Source: an optimization exercise on an open RTL-to-GDS flow (aim: small area, a short achievable clock period and few clock cycles per item). Production flows keep margins and buffers that such runs may drop. The RTL was checked by simulation tests, not by an equivalence proof against the original design. Power and IR drop assume default switching activity.

## old
// spu_adpcm_decoder
module spu_adpcm_decoder (
    input  wire         clk,
    input  wire         rst,           
    input  wire         in_valid,
    output wire         in_ready,
    input  wire [4:0]   in_voice,      
    input  wire [127:0] in_block,      
    output wire         out_valid,
    input  wire         out_ready,
    output wire [15:0]  out_sample,    
    output wire [4:0]   out_voice,
    output wire [4:0]   out_index,     
    output wire [2:0]   out_flags      
);
    localparam NV = 24;
    localparam W  = 23;                
    localparam AW = 29;                
    localparam HW = 2 * W;             
    function [2*AW-1:0] csa;
        input [AW-1:0] a, b, c;
        begin
            csa[AW-1:0]    = a ^ b ^ c;
            csa[2*AW-1:AW] = ((a & b) | (a & c) | (b & c)) << 1;
        end
    endfunction
    reg [NV*HW-1:0] ring;              
    reg [4:0]       pos;               
    reg             sweep;             
    wire [4:0]      pos_n = (pos == NV - 1) ? 5'd0 : pos + 5'd1;
    reg [W-1:0]     pnd_x1, pnd_p0;
    reg             pnd_c0;
    reg [4:0]       pnd_voice;
    reg [2:0]       pnd_flags;
    reg             pnd_v;             
    wire [W-1:0]    pnd_x0 = pnd_p0 + pnd_c0;
    reg [HW-1:0]    fet;               
    reg             fet_v;
    reg             fhit;              
    wire            wb_hit  = pnd_v && (pos == pnd_voice);
    wire [HW-1:0]   head_in = sweep ? {HW{1'b0}} : (wb_hit ? {pnd_x1, pnd_x0} : ring[HW-1:0]);
    always @(posedge clk)
        ring <= {head_in, ring[NV*HW-1:HW]};
    always @(posedge clk) begin
        if (rst) begin
            pos   <= NV - 1;
            sweep <= 1'b1;
        end else begin
            pos <= pos_n;
            if (pos == NV - 2) sweep <= 1'b0;
        end
    end
    reg [111:0] b_nib;
    reg [3:0]   b_shift;
    reg [3:0]   b_filt;               
    reg [2:0]   b_flags;
    reg [4:0]   b_voice;
    reg         bfull;                
    reg         in_ready_r;
    wire in_fire = in_valid && in_ready_r;
  ...
clock: 14.5 ns
lec_check: 0
cap_margin: 20
core_margin: 2
core_utilization: 40
slew_margin: 20
standard.sh (not shown) runs the stock make flow with config.mk's settings and CLKGATE_MAP_FILE= SYNTH_SCRIPT=/design/flow/synth_recipe.tcl, a recipe that flattens the netlist after the stock synthesis.
==> flow/flow/run.sh <==
#!/bin/bash
# Standard ORFS layout (the standard.sh) with: timing repair aiming for
# 9.5 ns of setup slack on the design's own constraints (the clock period is
# unchanged), the smallest buffer on the ports, and a clock tree without
# dummy loads. make's full output goes to flow_standard.log here; each
# tool's own log is under orfs/logs.
set -euo pipefail
export SETUP_SLACK_MARGIN=9.5
export BUFFER_PORTS_ARGS="-buffer_cell sky130_fd_sc_hd__buf_1"
export CTS_ARGS="-sink_clustering_enable -repair_clock_nets -dont_use_dummy_load -sink_clustering_size 22 -sink_clustering_max_diameter 80 -buf_list sky130_fd_sc_hd__clkbuf_16"
bash standard.sh > flow_standard.log 2>&1
Testbench counts of old, summed over its fixed seeds: cycles 35,888, blocks 1,280.
The following lists how new was set up differently from old:
diff --git a/flow/design.v b/flow/design.v
--- a/flow/design.v
+++ b/flow/design.v
@@ -22,21 +22,22 @@
             csa[AW-1:0]    = a ^ b ^ c;
             csa[2*AW-1:AW] = ((a & b) | (a & c) | (b & c)) << 1;
         end
     endfunction
     reg [NV*HW-1:0] ring;              
     reg [4:0]       pos;               
     reg             sweep;             
     wire [4:0]      pos_n = (pos == NV - 1) ? 5'd0 : pos + 5'd1;
-    reg [W-1:0]     pnd_x1, pnd_p0;
-    reg             pnd_c0;
+    reg [W-1:0]     pnd_p1, pnd_p0;
+    reg             pnd_c1, pnd_c0;
     reg [4:0]       pnd_voice;
     reg [2:0]       pnd_flags;
     reg             pnd_v;             
+    wire [W-1:0]    pnd_x1 = pnd_p1 + pnd_c1;
     wire [W-1:0]    pnd_x0 = pnd_p0 + pnd_c0;
     reg [HW-1:0]    fet;               
     reg             fet_v;
     reg             fhit;              
     wire            wb_hit  = pnd_v && (pos == pnd_voice);
     wire [HW-1:0]   head_in = sweep ? {HW{1'b0}} : (wb_hit ? {pnd_x1, pnd_x0} : ring[HW-1:0]);
     always @(posedge clk)
         ring <= {head_in, ring[NV*HW-1:HW]};
@@ -136,21 +137,21 @@
     wire [W-1:0] s1x = s1_last ? pnd_x0 : lp + lc;
     wire in_range = (s1x[W-1:15] == {(W-15){1'b0}}) || (s1x[W-1:15] == {(W-15){1'b1}});
     wire [15:0] s1_sample = in_range ? s1x[15:0] : (s1x[W-1] ? 16'h8000 : 16'h7fff);
     wire [3:0]   b_filt_n  = in_ready_r ? in_filt : b_filt;
     wire [111:0] b_nib_n   = in_ready_r ? in_block[127:16] : b_nib;
     wire [3:0]   b_shift_n = in_ready_r ? in_block[3:0] : b_shift;
     wire [4:0]   b_voice_n = in_ready_r ? in_voice : b_voice;
     localparam NX = 20;
-    wire [NX-1:0] nx [0:0];
+    wire [NX-1:0] nx [0:1];
     genvar ge;
     generate
-        for (ge = 0; ge < 1; ge = ge + 1) begin : g_next
-            wire       em  = emit;
+        for (ge = 0; ge < 2; ge = ge + 1) begin : g_next
+            wire       em  = (ge == 1);
             wire       st  = nsr && (cw || em);
             wire       bf  = bfull ? !st : in_fire;
             wire       cwx = st ? 1'b0 : (em && last) ? 1'b1 : cw;
             wire [4:0] ci  = st ? 5'd0 : (em && !last) ? cidx + 5'd1 : cidx;
             wire       cvv = curv_v || st;
             wire [4:0] cv  = st ? b_voice : curv;
             wire       fv  = (st && swp) ? 1'b0 : (fet_v || fhit);
             wire       ns  = bf && (cwx || ci == 5'd27);
@@ -165,17 +166,17 @@
                              ((cvv && in_voice == cv) || fv);
             assign nx[ge] = {bf, cwx, cvv, fv, ns, sw,
                              ns ? b_filt_n : cfx,
                              ns ? b_nib_n[3:0] : c2,
                              ns ? b_shift_n : csx,
                              fh, ir};
         end
     endgenerate
-    wire [NX-1:0] nxs = nx[0];
+    wire [NX-1:0] nxs = emit ? nx[1] : nx[0];
     always @(posedge clk) begin
         if (start) begin
             cidx   <= 5'd0;
             cn     <= b_nib[3:0];
             cn2    <= b_nib[7:4];
             cshift <= b_shift;
             cf     <= b_filt;
             sA7    <= b_filt[1] | b_filt[2] | b_filt[3];
@@ -188,17 +189,18 @@
             cn2  <= b_next;
         end
         if (start || (emit && !last)) begin
             lp <= swp ? fet[W-1:0] : lp_n;
             lc <= swp ? 1'b0       : lc_n;
             q  <= q_n;
         end
         if (emit && last) begin
-            pnd_x1    <= s1x;              
+            pnd_p1    <= lp;
+            pnd_c1    <= lc;
             pnd_p0    <= lp_n;
             pnd_c0    <= lc_n;
             pnd_voice <= curv;
             pnd_flags <= cflags;
         end
         if (fhit)
             fet <= head_in;
         if (emit)
Findings:
On HPWL reported at the end of detailed placement: between new and old, it ends up lower for old. Design area in new is 170 um2 lower than in old. Looking at slew at the pin closest to its max-slew limit across new and old, the one that comes out higher is old. Sequential power, new and old: smaller value in new. On non-clock buffer area fraction after layout: between new and old, it ends up higher for old. Looking at die footprint, new sits 1.8% above old. The higher multi-input logic area came out of new. In new the fmax turned out about 0.9% higher than in old. The sequential cell count on new is in line with that on old. Summary of the comparison: area growth from synthesis to layout is lower in new, relative to old. Looking only at period utilization, and setting everything else aside, the lower value of new and old goes to new. In new, final antenna diode count is higher than in old. Min portion of the post-synthesis area used by sequential elements across new and old: new. Relative to old, the power of new is lower by about 22%.
Testbench counts of new, summed over its fixed seeds: cycles 35,888, blocks 1,280.

## what the ideal ports hide
No port has a modelled driver above. Below, the same layouts with a new extraction and two added sets of constraints. Step 1: set_driving_cell puts a clkbuf_16 on clk and a buf_2 on each other input, an assumption about the parent block. Step 2 moves the port delays by t, midway between the first and last clock arrival at a register: inputs arrive t later, outputs are due t later. That takes back most of the time a late clock gives input paths. Three values: no drivers, after step 1, after step 2; two values: the first two.
run	shift t [ns]	setup WS [ns]	worst hold slack (ns)	latest minus earliest clock arrival (ns)	slew at the worst register clock pin (ns)
old	0.691	9.235 / 9.235 / 9.000	0.286 / 0.286 / 0.286	0.098 / 0.098	0.09 / 0.09
new	0.716	9.281 / 9.281 / 9.109	0.270 / 0.270 / 0.270	0.069 / 0.069	0.09 / 0.09
After both steps every run listed still meets setup and hold. The setup slack of old, which loses most, moves by 0.000 ns with the drivers and by -0.235 ns with both steps.
